Context: an optimization exercise on an open-source flow, tuned for small area and few clock cycles. The choices shown serve that exercise and are no tape-out recipe. Function was checked by simulation only, so behaviour that the tests miss may differ from the original. No activity file was given, so power comes from the tool's default toggle rates.

## the previous run
Design crush_fp, start of the top module:
module crush_fp (
    input  wire        clk,
    input  wire        rst,
    input  wire        rx_valid,
    input  wire [7:0]  rx_data,
    output wire        rx_ready,
    output wire        tx_valid,
    output wire [7:0]  tx_data,
    input  wire        tx_ready,
    input  wire        ind_valid,
    input  wire [31:0] ind_addr,
    input  wire [2:0]  ind_len,
    input  wire [31:0] ind_data,
    output wire        ind_ready,
    output wire        mem_valid,
    output wire [1:0]  mem_op,        
    output wire [31:0] mem_addr,
    output wire [7:0]  mem_wdata,
    input  wire        mem_ready,
    input  wire [15:0] mem_rdata,
    output reg  [2:0]  status
);
For scale: roughly 150 I/O pins, roughly 38000 µm² of cells after synthesis.
export LEC_CHECK = 0
export CAP_MARGIN = 20
export CORE_MARGIN = 2
export CORE_UTILIZATION = 60
export SLEW_MARGIN = 20
create_clock -name core_clock -period 10.0 [get_ports {clk}]
standard.sh (not shown) runs the stock make flow with config.mk's settings and CLKGATE_MAP_FILE= SYNTH_SCRIPT=/design/flow/synth_recipe.tcl, a recipe that flattens the netlist after the stock synthesis.
==> flow/flow/run.sh <==
#!/bin/bash
# The standard layout (standard.sh) with two changes: each port gets the
# smallest buffer (buf_1), and the clock tree uses clkbuf_8 clusters of up to
# 14 sinks without dummy loads. The make output goes to standard.log; ORFS
# keeps each step's log under orfs/logs/.
set -euo pipefail
export BUFFER_PORTS_ARGS="-buffer_cell sky130_fd_sc_hd__buf_1"
export CTS_ARGS="-sink_clustering_enable -repair_clock_nets -dont_use_dummy_load -buf_list sky130_fd_sc_hd__clkbuf_8 -sink_clustering_size 14 -sink_clustering_max_diameter 60"
bash standard.sh > standard.log 2>&1
The flow did not stop early for the previous run: all stages ran, and the layout cleared the timing, design-rule and antenna checks.
Testbench counts of the previous run, summed over its fixed seeds: cycles 44,314.
#### Input delta (the current run over the previous run)
-- flow/flow/run.sh --
<<< the previous run, line 3
# smallest buffer (buf_1), and the clock tree uses clkbuf_8 clusters of up to
# 14 sinks without dummy loads. The make output goes to standard.log; ORFS
# keeps each step's log under orfs/logs/.
>>> the current run, line 3
# smallest buffer (buf_1), and the clock tree is built from clkbuf_8 clusters
# of up to 14 sinks without dummy loads. The make output goes to
# standard.log; ORFS keeps each step's own log under orfs/logs/.
==> comparison <==
- Final worst slack came out exactly the same in the current run and the previous run.
- Between the current run and the previous run, the difference in critical path depth is negligible.
- The total length of routed met2 wires of the current run and that of the previous run are within noise of each other.
- Diff the current run..the previous run | maximum net fanout on the critical path | negligible
- The previous run -> the current run: post-synthesis instance area delta 0, exact match
- Diff the previous run..the current run | post-route non-filler standard cell count | unchanged
- Reported for the current run and the previous run, flip-flop and latch count turned out identical to the last digit.
- Diff the current run..the previous run | via count of the first global-routing pass | unchanged
- Comparing the current run against the previous run, there is no change at all in utilization.

========
== run 1 ==
crush_fp, a different RTL version from the one above (not shown whole).
For scale: ~860 flip-flops, about 150 I/O pins, roughly 34000 sq um of cells after synthesis.
clock: 10.0 ns
lec_check: 0
cap_margin: 20
core_margin: 2
core_utilization: 40
slew_margin: 20
==> flow/flow/run.sh <==
#!/bin/bash
# The standard layout (standard.sh), with smaller port buffers and a clock
# tree built from smaller buffers without dummy loads.
set -euo pipefail
export BUFFER_PORTS_ARGS="-buffer_cell sky130_fd_sc_hd__buf_1"
export CTS_ARGS="-sink_clustering_enable -repair_clock_nets -dont_use_dummy_load -buf_list sky130_fd_sc_hd__clkbuf_8 -sink_clustering_size 14 -sink_clustering_max_diameter 60"
bash standard.sh > standard.log 2>&1
Run 1 reached the final stage; the timing, design-rule and antenna checks on its layout passed.
Testbench counts of run 1, summed over its fixed seeds: cycles 44,711.
## Diff of input files: run 2 against run 1
==> flow/run.sh (new file) <==
#!/bin/bash
# synth_recipe.tcl (not shown) runs the flow's synth.tcl, then flattens the netlist and writes it again
# the make line also repeats each setting of config.mk as NAME=value (left out here)
make -C /OpenROAD-flow-scripts/flow DESIGN_CONFIG=/design/flow/config.mk WORK_HOME=/design/flow/orfs CLKGATE_MAP_FILE= SYNTH_SCRIPT=/design/flow/synth_recipe.tcl finish
removed: flow/flow/run.sh
removed: flow/standard.sh
==> comparison <==
Run 2 finished all stages; the layout is clean. Going from run 1 to run 2, met3 capacity usage during global routing now sits higher; met2 usage now sits lower; largest net degree at the start of global routing now sits lower. Compared with run 1, in run 2 cell count now sits higher, number of iterations in the first detailed-routing pass now sits higher.
Inputs modified between run 2 and run 3:
- CTS_BUF_LIST newly set to sky130_fd_sc_hd__clkbuf_16
- CTS_CLUSTER_DIAMETER newly set to 100
- CTS_CLUSTER_SIZE newly set to 22
### Flow results
Going from run 2 to run 3, the proportion of layout cells with a drive suffix above 1 was found to have gone down by 2.4 points. Diff run 2 -> run 3: amount of wire on met2 after detailed routing neither gained nor lost much; global-route usage over all layers decreased 0.34 points.

========
main:
Another version of the RTL of crush_fp (not shown whole).
For scale: about 3000 cells after synthesis, ~33000 um2 of cells after synthesis.
==> flow/config.mk <==
export PLATFORM = sky130hd
export DESIGN_NAME = crush_fp
export DESIGN_NICKNAME = crush_fp
export VERILOG_FILES = /design/flow/design.v
export SDC_FILE = /design/flow/constraint.sdc
export NUM_CORES = 4
export LEC_CHECK = 0
export CAP_MARGIN = 20
export CORE_MARGIN = 2
export CORE_UTILIZATION = 40
export SLEW_MARGIN = 20
==> flow/constraint.sdc <==
create_clock -name core_clock -period 10.0 [get_ports {clk}]
set_input_delay 2.0000 -clock core_clock [delete_from_list [all_inputs] [get_ports {clk}]]
set_output_delay 2.0000 -clock core_clock [all_outputs]
set_load 0.01 [all_outputs]
==> flow/flow/run.sh <==
#!/bin/bash
# The standard layout (standard.sh) with two changes: each port gets the
# smallest buffer (buf_1), and the clock tree uses clkbuf_8 clusters of up to
# 14 sinks without dummy loads. The make output goes to standard.log; ORFS
# keeps each step's log under orfs/logs/.
set -euo pipefail
export BUFFER_PORTS_ARGS="-buffer_cell sky130_fd_sc_hd__buf_1"
export CTS_ARGS="-sink_clustering_enable -repair_clock_nets -dont_use_dummy_load -buf_list sky130_fd_sc_hd__clkbuf_8 -sink_clustering_size 14 -sink_clustering_max_diameter 60"
bash standard.sh > standard.log 2>&1
Testbench counts of main, summed over its fixed seeds: cycles 44,711.
For the feature branch, these inputs were changed with respect to main:
==> flow/run.sh (new file) <==
#!/bin/bash
# synth_recipe.tcl (not shown) runs the flow's synth.tcl, then flattens the netlist and writes it again
# the make line also repeats each setting of config.mk as NAME=value (left out here)
make -C /OpenROAD-flow-scripts/flow DESIGN_CONFIG=/design/flow/config.mk WORK_HOME=/design/flow/orfs CLKGATE_MAP_FILE= SYNTH_SCRIPT=/design/flow/synth_recipe.tcl finish
removed: flow/flow/run.sh
removed: flow/standard.sh
Results
The feature branch did not stop at any stage, and its layout met the timing, design-rule and antenna checks. [compare] base=main new=the feature branch: share of total power in the clock network picked up an extra 13 points, worst setup slack lost 0.34 ns, worst slack on hold paths picked up an extra 0.037 ns.

========
Another version of the RTL of crush_fp (not shown whole).
Size: ~2,800 cells after synthesis, ~840 flip-flops, roughly 150 I/O pins, roughly 0.038 mm2 of cells after synthesis.
// crush_fp
module crush_fp (
    input  wire        clk,
    input  wire        rst,
    input  wire        rx_valid,
    input  wire [7:0]  rx_data,
    output wire        rx_ready,
    output wire        tx_valid,
    output wire [7:0]  tx_data,
    input  wire        tx_ready,
    input  wire        ind_valid,
    input  wire [31:0] ind_addr,
    input  wire [2:0]  ind_len,
    input  wire [31:0] ind_data,
    output wire        ind_ready,
    output wire        mem_valid,
    output wire [1:0]  mem_op,        
    output wire [31:0] mem_addr,
    output wire [7:0]  mem_wdata,
    input  wire        mem_ready,
    input  wire [15:0] mem_rdata,
    output reg  [2:0]  status
);
    localparam [7:0] SENTINEL = 8'h24;
    localparam       CAPACITY = 80;
    wire        free, dispatch, p_r, p_j, wr_en, buf_reading;
    wire [2:0]  p_err;
    wire [31:0] p_addr, p_len;
    wire [6:0]  p_n, wr_idx, rd_idx;
    wire [7:0]  wr_data, rd_data;
  ...
clock: 10.0 ns
lec_check: 0
cap_margin: 20
core_margin: 2
core_utilization: 60
cts_buf_list: sky130_fd_sc_hd__clkbuf_16
cts_cluster_diameter: 100
cts_cluster_size: 22
slew_margin: 20
run.sh (not shown) runs the stock make flow with config.mk's settings and CLKGATE_MAP_FILE= SYNTH_SCRIPT=/design/flow/synth_recipe.tcl, a recipe that flattens the netlist after the stock synthesis.
Stock flow here: none of the scripts above is used.
The starting point completed with no timing, DRC or antenna violations.
Testbench counts at the start, summed over its fixed seeds: cycles 44,314.
==> next run, changes <==
==> flow/flow/run.sh (new file) <==
#!/bin/bash
# The standard layout (standard.sh) with two changes: each port gets the
# smallest buffer (buf_1), and the clock tree uses clkbuf_8 clusters of up to
# 14 sinks without dummy loads. The make output goes to standard.log; ORFS
# keeps each step's log under orfs/logs/.
set -euo pipefail
export BUFFER_PORTS_ARGS="-buffer_cell sky130_fd_sc_hd__buf_1"
export CTS_ARGS="-sink_clustering_enable -repair_clock_nets -dont_use_dummy_load -buf_list sky130_fd_sc_hd__clkbuf_8 -sink_clustering_size 14 -sink_clustering_max_diameter 60"
bash standard.sh > standard.log 2>&1
==> flow/standard.sh (new file) <==
#!/bin/bash
# synth_recipe.tcl (not shown) runs the flow's synth.tcl, then flattens the netlist and writes it again
# the make line also repeats each setting of config.mk as NAME=value (left out here)
make -C /OpenROAD-flow-scripts/flow DESIGN_CONFIG=/design/flow/config.mk WORK_HOME=/design/flow/orfs CLKGATE_MAP_FILE= SYNTH_SCRIPT=/design/flow/synth_recipe.tcl "${@:-finish}"
CORE_UTILIZATION = 40   (was 60)
CTS_BUF_LIST = not set   (was sky130_fd_sc_hd__clkbuf_16)
CTS_CLUSTER_DIAMETER = not set   (was 100)
CTS_CLUSTER_SIZE = not set   (was 22)
removed: flow/run.sh
=> Die area rises by 49%; fmax hardly moves; clock-buffer cell count rises by 36; wire length rises by 5.2%; synthesized cell count is unchanged.
==> next run, changes <==
--- a/flow/flow/run.sh
+++ b/flow/flow/run.sh
@@ -2,5 +2,5 @@
 # The standard layout (standard.sh) with two changes: each port gets the
-# smallest buffer (buf_1), and the clock tree uses clkbuf_8 clusters of up to
-# 14 sinks without dummy loads. The make output goes to standard.log; ORFS
-# keeps each step's log under orfs/logs/.
+# smallest buffer (buf_1), and the clock tree is built from clkbuf_8 clusters
+# of up to 14 sinks without dummy loads. The make output goes to
+# standard.log; ORFS keeps each step's own log under orfs/logs/.
 set -euo pipefail
CORE_UTILIZATION = 60   (was 40)
Die area shrinks by 33%.
Cell area shrinks by 1.8%.
Worst setup slack gets better by 0.39 ns.
Worst hold slack gets better by 0.028 ns.
Global-route usage grows by 13 points.
Fmax grows by 5.0%.
Combinational power hardly moves.
Area after synthesis stays the same.
Final cell count shrinks by about 10%.
==> next run, changes <==
--- a/flow/flow/run.sh
+++ b/flow/flow/run.sh
@@ -2,5 +2,5 @@
 # The standard layout (standard.sh) with two changes: each port gets the
-# smallest buffer (buf_1), and the clock tree is built from clkbuf_8 clusters
-# of up to 14 sinks without dummy loads. The make output goes to
-# standard.log; ORFS keeps each step's own log under orfs/logs/.
+# smallest buffer (buf_1), and the clock tree uses clkbuf_8 clusters of up to
+# 14 sinks without dummy loads. The make output goes to standard.log; ORFS
+# keeps each step's log under orfs/logs/.
 set -euo pipefail
Outcome: The changed run finished with timing, DRC and antenna clean. Global-route usage is unchanged. Synthesized cell count is unchanged. Setup slack is unchanged.

========
crush_fp again, from the RTL that the note above started with.
Settings: LEC_CHECK=0, CAP_MARGIN=20, CORE_MARGIN=2, CORE_UTILIZATION=60, SLEW_MARGIN=20; clock period 10.0 ns.
standard.sh (not shown) runs the stock make flow with config.mk's settings and CLKGATE_MAP_FILE= SYNTH_SCRIPT=/design/flow/synth_recipe.tcl, a recipe that flattens the netlist after the stock synthesis.
==> flow/flow/run.sh <==
#!/bin/bash
# The standard layout (standard.sh) with two changes: each port gets the
# smallest buffer (buf_1), and the clock tree uses clkbuf_8 clusters of up to
# 14 sinks without dummy loads. The make output goes to standard.log; ORFS
# keeps each step's log under orfs/logs/.
set -euo pipefail
export BUFFER_PORTS_ARGS="-buffer_cell sky130_fd_sc_hd__buf_1"
export CTS_ARGS="-sink_clustering_enable -repair_clock_nets -dont_use_dummy_load -buf_list sky130_fd_sc_hd__clkbuf_4 -sink_clustering_size 10 -sink_clustering_max_diameter 50"
bash standard.sh > standard.log 2>&1
Testbench counts at the start, summed over its fixed seeds: cycles 44,314.
Edit:
--- a/flow/flow/run.sh
+++ b/flow/flow/run.sh
@@ -6,4 +6,4 @@
 set -euo pipefail
 export BUFFER_PORTS_ARGS="-buffer_cell sky130_fd_sc_hd__buf_1"
-export CTS_ARGS="-sink_clustering_enable -repair_clock_nets -dont_use_dummy_load -buf_list sky130_fd_sc_hd__clkbuf_4 -sink_clustering_size 10 -sink_clustering_max_diameter 50"
+export CTS_ARGS="-sink_clustering_enable -repair_clock_nets -dont_use_dummy_load -buf_list sky130_fd_sc_hd__clkbuf_4 -sink_clustering_size 8 -sink_clustering_max_diameter 40"
 bash standard.sh > standard.log 2>&1
Setup slack got worse by 0.12 ns.
Critical path depth is unchanged.
Sequential power stays flat.
First-iteration DRC count grows by 0.39%.

re-timing with driven ports:
The flow's constraints put no driver on any port. The routed layouts listed below were extracted and timed again, unchanged, in two steps. Step 1 (the two cells are an assumption about what drives the block):
set clk [get_ports {clk}]
set_driving_cell -lib_cell sky130_fd_sc_hd__clkbuf_16 $clk
set_driving_cell -lib_cell sky130_fd_sc_hd__buf_2 [delete_from_list [all_inputs] $clk]
Step 2, shift: input delay + t, output delay - t, t = (earliest + latest rising clock arrival at the registers) / 2. This alone moves slack from input paths to output paths. Slacks: ideal ports / drivers / drivers and shift; pairs: ideal ports / drivers.
run | t (ns) | setup WS [ns] | hold slack, ns | pins driven straight from the clock port
the previous run | 0.716 | 2.488 / 2.423 / 2.745 | 0.412 / 0.412 / 0.412 | 1
the current run | 0.716 | 2.488 / 2.423 / 2.745 | 0.412 / 0.412 / 0.412 | 1
run 1 | 0.715 | 2.185 / 2.125 / 2.644 | 0.300 / 0.300 / 0.300 | 1
run 2 | 0.698 | 1.932 / 1.867 / 2.294 | 0.320 / 0.320 / 0.320 | 1
run 3 | 0.685 | 1.927 / 1.863 / 2.361 | 0.336 / 0.336 / 0.336 | 1
main | 0.748 | 2.144 / 2.085 / 2.050 | 0.280 / 0.280 / 0.280 | 1
the feature branch | 0.714 | 1.809 / 1.742 / 1.756 | 0.317 / 0.317 / 0.317 | 1
the first run of note 4 | 0.697 | 1.713 / 1.646 / 1.642 | 0.539 / 0.539 / 0.539 | 1
the second run of note 4 | 0.775 | 1.723 / 1.656 / 2.090 | 0.504 / 0.504 / 0.504 | 1
the third run of note 4 | 0.753 | 2.117 / 2.045 / 2.075 | 0.532 / 0.532 / 0.532 | 1
the fourth run of note 4 | 0.753 | 2.117 / 2.045 / 2.075 | 0.532 / 0.532 / 0.532 | 1
the first run of note 5 | 0.968 | 1.944 / 1.874 / 2.080 | 0.543 / 0.543 / 0.543 | 1
the second run of note 5 | 1.028 | 1.824 / 1.757 / 2.063 | 0.536 / 0.536 / 0.536 | 1
After both steps setup and hold are still met in every run listed. For main, which loses most, drivers alone change the setup slack by -0.059 ns; drivers and shift together by -0.094 ns.
